From an optimization exercise on the open Yosys and OpenROAD flow, aimed at small area, a short achievable clock period and few clock cycles; shortcuts taken in it are not production practice.
Only simulation tests tie the RTL to the original design; equivalence was not proved.
Power and IR drop assume default switching activity.

Design mcp23x17_seq, start of the top module:
module mcp23x17_seq (
    input  wire        clk,
    input  wire        rst,             
    input  wire [7:0]   cfg_mode,       
    input  wire [11:0]  cfg_opcode,     
    input  wire [3:0]   cfg_bank,       
    input  wire [287:0] cfg_porta,      
    input  wire [255:0] cfg_portb,      
    input  wire [3:0]   cmd_valid,
    input  wire [63:0]  cmd_word,
    output wire [3:0]   cmd_ready,
    output wire [31:0]  ctx_status,     
    output wire [31:0]  rsp_data,       
    output wire [15:0]  fault_status,
    output wire [7:0]   fault_ctx,
    output wire [7:0]   fault_dev,
    output wire         escalate,
    output reg  [3:0]   cs,
    input  wire         spi_busy,
    output wire         spi_req,
    output wire [23:0]  spi_tx,
    input  wire         spi_ack,
    input  wire [23:0]  spi_rx,
    input  wire [1:0]   spi_st,
    output wire         i2c_req,
    output wire         i2c_rnw,
    output wire [1:0]   i2c_len,
    output wire [7:0]   i2c_sla,
    output wire [23:0]  i2c_wdata,
    input  wire         i2c_ack,
    input  wire [1:0]   i2c_st,
    input  wire [7:0]   i2c_rdata
);
    localparam [1:0] CMD_INIT  = 2'd0,
                     CMD_READ  = 2'd1,
                     CMD_WRITE = 2'd2;
    localparam [1:0] MODE_SPI = 2'd1,
                     MODE_I2C = 2'd2;
    localparam [4:0] INIT_LAST = 5'd23;
    function is_illegal(input [15:0] w);
        reg lo, hi, gt;
        begin
            lo = |w[7:0];                          
            hi = |w[12:8];                         
            gt = w[11] & (w[10] | (w[9] & w[8]));  
            is_illegal = w[13] | (w[15] & w[14]) | gt |
                         (~w[15] & lo) | (~w[15] & ~w[14] & hi);
        end
    endfunction
    function [3:0] eight_reg(input [2:0] k);
        case (k)
            3'd0: eight_reg = 4'd0;    
            3'd1: eight_reg = 4'd1;    
            3'd2: eight_reg = 4'd2;    
            3'd3: eight_reg = 4'd3;    
            3'd4: eight_reg = 4'd4;    
            3'd5: eight_reg = 4'd6;    
            3'd6: eight_reg = 4'd9;    
            default: eight_reg = 4'd10;  
  ...
Size in the first run: roughly 160 flip-flops, roughly 13000 µm² of cells after synthesis.
Settings: LEC_CHECK=0, CAP_MARGIN=20, CORE_AREA=5 5 195 195, CTS_BUF_LIST=sky130_fd_sc_hd__clkbuf_8, DIE_AREA=0 0 200 200, SLEW_MARGIN=20; clock period 10.0 ns.
standard.sh (not shown) runs the stock make flow with config.mk's settings and CLKGATE_MAP_FILE= SYNTH_SCRIPT=/design/flow/synth_recipe.tcl, a recipe that flattens the netlist after the stock synthesis.
==> flow/flow/run.sh <==
#!/bin/bash
set -euo pipefail
bash standard.sh "BUFFER_PORTS_ARGS=-buffer_cell sky130_fd_sc_hd__buf_1" \
  "PLACE_PINS_ARGS=-min_distance 1 -min_distance_in_tracks" \
  SETUP_SLACK_MARGIN=6.0 finish > standard.log 2>&1
Testbench counts at the start, summed over its fixed seeds: cycles 8,296.
Rerun with:
--- a/flow/flow/run.sh
+++ b/flow/flow/run.sh
@@ -5 +5 @@
-  SETUP_SLACK_MARGIN=6.0 finish > standard.log 2>&1
+  SETUP_SLACK_MARGIN=6.5 TNS_END_PERCENT=10 finish > standard.log 2>&1
CORE_AREA = 5 5 215 215   (was 5 5 195 195)
DIE_AREA = 0 0 220 220   (was 0 0 200 200)
Outcome:
- The new run finished clean
- wire length climbs by a little under a tenth
- non-clock buffer count climbs by 17
- area after synthesis does not change
- hold slack gains 0.0062 ns
- register-to-register slack gains 0.46 ns
Rerun with:
==> flow/flow/run.sh (replaced) <==
#!/bin/bash
set -euo pipefail
bash standard.sh "BUFFER_PORTS_ARGS=-buffer_cell sky130_fd_sc_hd__buf_1" \
  SETUP_SLACK_MARGIN=6.5 finish > standard.log 2>&1
CORE_AREA = 5 5 325 325   (was 5 5 215 215)
DIE_AREA = 0 0 330 330   (was 0 0 220 220)
Design area went up by 9.7%.
Global-route usage shrinks by 9.9 points.
Register-to-register slack is worse by 0.25 ns.
Sequential share of layout area went down by 2.1 points.
Critical path depth went down by 2.
Clock power grows by about 4%.
Non-clock buffer count rose by 49.
Die area rose by 130%.
Rerun with:
--- a/flow/flow/run.sh
+++ b/flow/flow/run.sh
@@ -3,0 +4 @@
+  "PLACE_PINS_ARGS=-min_distance 1 -min_distance_in_tracks" \
CORE_AREA = 5 5 195 195   (was 5 5 325 325)
DIE_AREA = 0 0 200 200   (was 0 0 330 330)
What happened:
- The changed run ran to the end with no violations
- hold slack degrades by 0.0053 ns
- core utilization grows by 31 points
- fmax came out higher by 0.96%
- combinational power shrinks by 14%
- wire length went down by 36%

* * *

Setup of P:
mcp23x17_seq, a different RTL version from the one above (not shown whole).
For scale: about 1500 cells after synthesis, ~150 flip-flops.
clock: 10.0 ns
lec_check: 0
cap_margin: 20
core_area: 5 5 195 195
cts_buf_list: sky130_fd_sc_hd__clkbuf_8
die_area: 0 0 200 200
slew_margin: 20
==> flow/flow/run.sh <==
#!/bin/bash
set -euo pipefail
DU="sky130_fd_sc_hd__probe_p_8 sky130_fd_sc_hd__probec_p_8 sky130_fd_sc_hd__lpflow_bleeder_1 sky130_fd_sc_hd__lpflow_clkbufkapwr_1 sky130_fd_sc_hd__lpflow_clkbufkapwr_16 sky130_fd_sc_hd__lpflow_clkbufkapwr_2 sky130_fd_sc_hd__lpflow_clkbufkapwr_4 sky130_fd_sc_hd__lpflow_clkbufkapwr_8 sky130_fd_sc_hd__lpflow_clkinvkapwr_1 sky130_fd_sc_hd__lpflow_clkinvkapwr_16 sky130_fd_sc_hd__lpflow_clkinvkapwr_2 sky130_fd_sc_hd__lpflow_clkinvkapwr_4 sky130_fd_sc_hd__lpflow_clkinvkapwr_8 sky130_fd_sc_hd__lpflow_decapkapwr_12 sky130_fd_sc_hd__lpflow_decapkapwr_3 sky130_fd_sc_hd__lpflow_decapkapwr_4 sky130_fd_sc_hd__lpflow_decapkapwr_6 sky130_fd_sc_hd__lpflow_decapkapwr_8 sky130_fd_sc_hd__lpflow_inputiso0n_1 sky130_fd_sc_hd__lpflow_inputiso0p_1 sky130_fd_sc_hd__lpflow_inputiso1n_1 sky130_fd_sc_hd__lpflow_inputiso1p_1 sky130_fd_sc_hd__lpflow_inputisolatch_1 sky130_fd_sc_hd__lpflow_isobufsrc_1 sky130_fd_sc_hd__lpflow_isobufsrc_16 sky130_fd_sc_hd__lpflow_isobufsrc_2 sky130_fd_sc_hd__lpflow_isobufsrc_4 sky130_fd_sc_hd__lpflow_isobufsrc_8 sky130_fd_sc_hd__lpflow_isobufsrckapwr_16 sky130_fd_sc_hd__lpflow_lsbuf_lh_hl_isowell_tap_1 sky130_fd_sc_hd__lpflow_lsbuf_lh_hl_isowell_tap_2 sky130_fd_sc_hd__lpflow_lsbuf_lh_hl_isowell_tap_4 sky130_fd_sc_hd__lpflow_lsbuf_lh_isowell_4 sky130_fd_sc_hd__lpflow_lsbuf_lh_isowell_tap_1 sky130_fd_sc_hd__lpflow_lsbuf_lh_isowell_tap_2 sky130_fd_sc_hd__lpflow_lsbuf_lh_isowell_tap_4  sky130_fd_sc_hd__or4_0 sky130_fd_sc_hd__or4_1 sky130_fd_sc_hd__or4_2 sky130_fd_sc_hd__or4_4 sky130_fd_sc_hd__or4b_0 sky130_fd_sc_hd__or4b_1 sky130_fd_sc_hd__or4b_2 sky130_fd_sc_hd__or4b_4 sky130_fd_sc_hd__or4bb_0 sky130_fd_sc_hd__or4bb_1 sky130_fd_sc_hd__or4bb_2 sky130_fd_sc_hd__or4bb_4 sky130_fd_sc_hd__nor4_0 sky130_fd_sc_hd__nor4_1 sky130_fd_sc_hd__nor4_2 sky130_fd_sc_hd__nor4_4 sky130_fd_sc_hd__nor4b_0 sky130_fd_sc_hd__nor4b_1 sky130_fd_sc_hd__nor4b_2 sky130_fd_sc_hd__nor4b_4 sky130_fd_sc_hd__nor4bb_0 sky130_fd_sc_hd__nor4bb_1 sky130_fd_sc_hd__nor4bb_2 sky130_fd_sc_hd__nor4bb_4 sky130_fd_sc_hd__a2111oi_0 sky130_fd_sc_hd__a2111oi_1 sky130_fd_sc_hd__a2111oi_2 sky130_fd_sc_hd__a2111oi_4 sky130_fd_sc_hd__a2111o_0 sky130_fd_sc_hd__a2111o_1 sky130_fd_sc_hd__a2111o_2 sky130_fd_sc_hd__a2111o_4 sky130_fd_sc_hd__o2111ai_0 sky130_fd_sc_hd__o2111ai_1 sky130_fd_sc_hd__o2111ai_2 sky130_fd_sc_hd__o2111ai_4 sky130_fd_sc_hd__o2111a_0 sky130_fd_sc_hd__o2111a_1 sky130_fd_sc_hd__o2111a_2 sky130_fd_sc_hd__o2111a_4 sky130_fd_sc_hd__or3_0 sky130_fd_sc_hd__or3_1 sky130_fd_sc_hd__or3_2 sky130_fd_sc_hd__or3_4 sky130_fd_sc_hd__or3b_0 sky130_fd_sc_hd__or3b_1 sky130_fd_sc_hd__or3b_2 sky130_fd_sc_hd__or3b_4 sky130_fd_sc_hd__nor3b_0 sky130_fd_sc_hd__nor3b_1 sky130_fd_sc_hd__nor3b_2 sky130_fd_sc_hd__nor3b_4"
bash standard.sh "BUFFER_PORTS_ARGS=-buffer_cell sky130_fd_sc_hd__buf_1" \
  "PLACE_PINS_ARGS=-min_distance 1 -min_distance_in_tracks" \
  "DONT_USE_CELLS=$DU" \
  SETUP_SLACK_MARGIN=6.8 TNS_END_PERCENT=10 finish > standard.log 2>&1
Testbench counts of P, summed over its fixed seeds: cycles 8,296.
### P -> Q
-- flow/flow/run.sh --
<<< P, line 5
  "PLACE_PINS_ARGS=-min_distance 1 -min_distance_in_tracks" \
  "DONT_USE_CELLS=$DU" \
  SETUP_SLACK_MARGIN=6.8 TNS_END_PERCENT=10 finish > standard.log 2>&1
>>> Q, line 5
  "PLACE_PINS_ARGS=-min_distance 1 -min_distance_in_tracks" \
  "DONT_USE_CELLS=$DU" \
  SETUP_SLACK_MARGIN=7.1 TNS_END_PERCENT=10 finish > standard.log 2>&1
Results
- Q ended up with i2c_st[0] as its start point of the critical path; P ended up with i2c_st[1].
- Q can be clocked faster than P.
- Against P, wire length in Q rose slightly.
- On Q: leakage power of the design is about 5% higher than what P gave.
- Compared with P, final instance count without filler cells in Q increased slightly.
- Final cell area: Q above P
- Q ended up with met5 as its uppermost layer routed; P ended up with met4.
- Mean routed wirelength per cell in Q is 0.41% higher than in P

[static timing again, ports no longer ideal]
In the flow no input, the clock included, has a driving cell. The finished layouts below were timed again as built, in two steps. Step 1 assumes that a clkbuf_16 drives the clock port and a buf_2 every other input. Step 2 adds t to the input delays and takes it off the output delays; t is the mean of the earliest and latest rising clock arrival at the registers after step 1. Input paths then give back, and output paths get back, about the clock's delay inside the block. Three values: no drivers, after step 1, after step 2; two values: the first two.
| run | t, ns | setup slack, ns | worst slew at a driven data input, ns | cell pins on the clock port's net |
|---|---|---|---|---|
| the first run of note 1 | 0.508 | 6.049 / 6.052 / 5.543 | 0.15 | 1 |
| the second run of note 1 | 0.514 | 6.242 / 6.243 / 5.729 | 0.14 | 1 |
| the third run of note 1 | 0.583 | 6.301 / 6.322 / 5.740 | 0.25 | 1 |
| the fourth run of note 1 | 0.524 | 6.336 / 6.333 / 5.809 | 0.17 | 1 |
| P | 0.530 | 6.593 / 6.562 / 6.060 | 0.14 | 1 |
| Q | 0.521 | 6.615 / 6.577 / 6.083 | 0.15 | 1 |
After both steps every run listed still meets setup and hold. For the third run of note 1, which loses most, drivers alone change the setup slack by +0.021 ns; drivers and shift together by -0.561 ns.
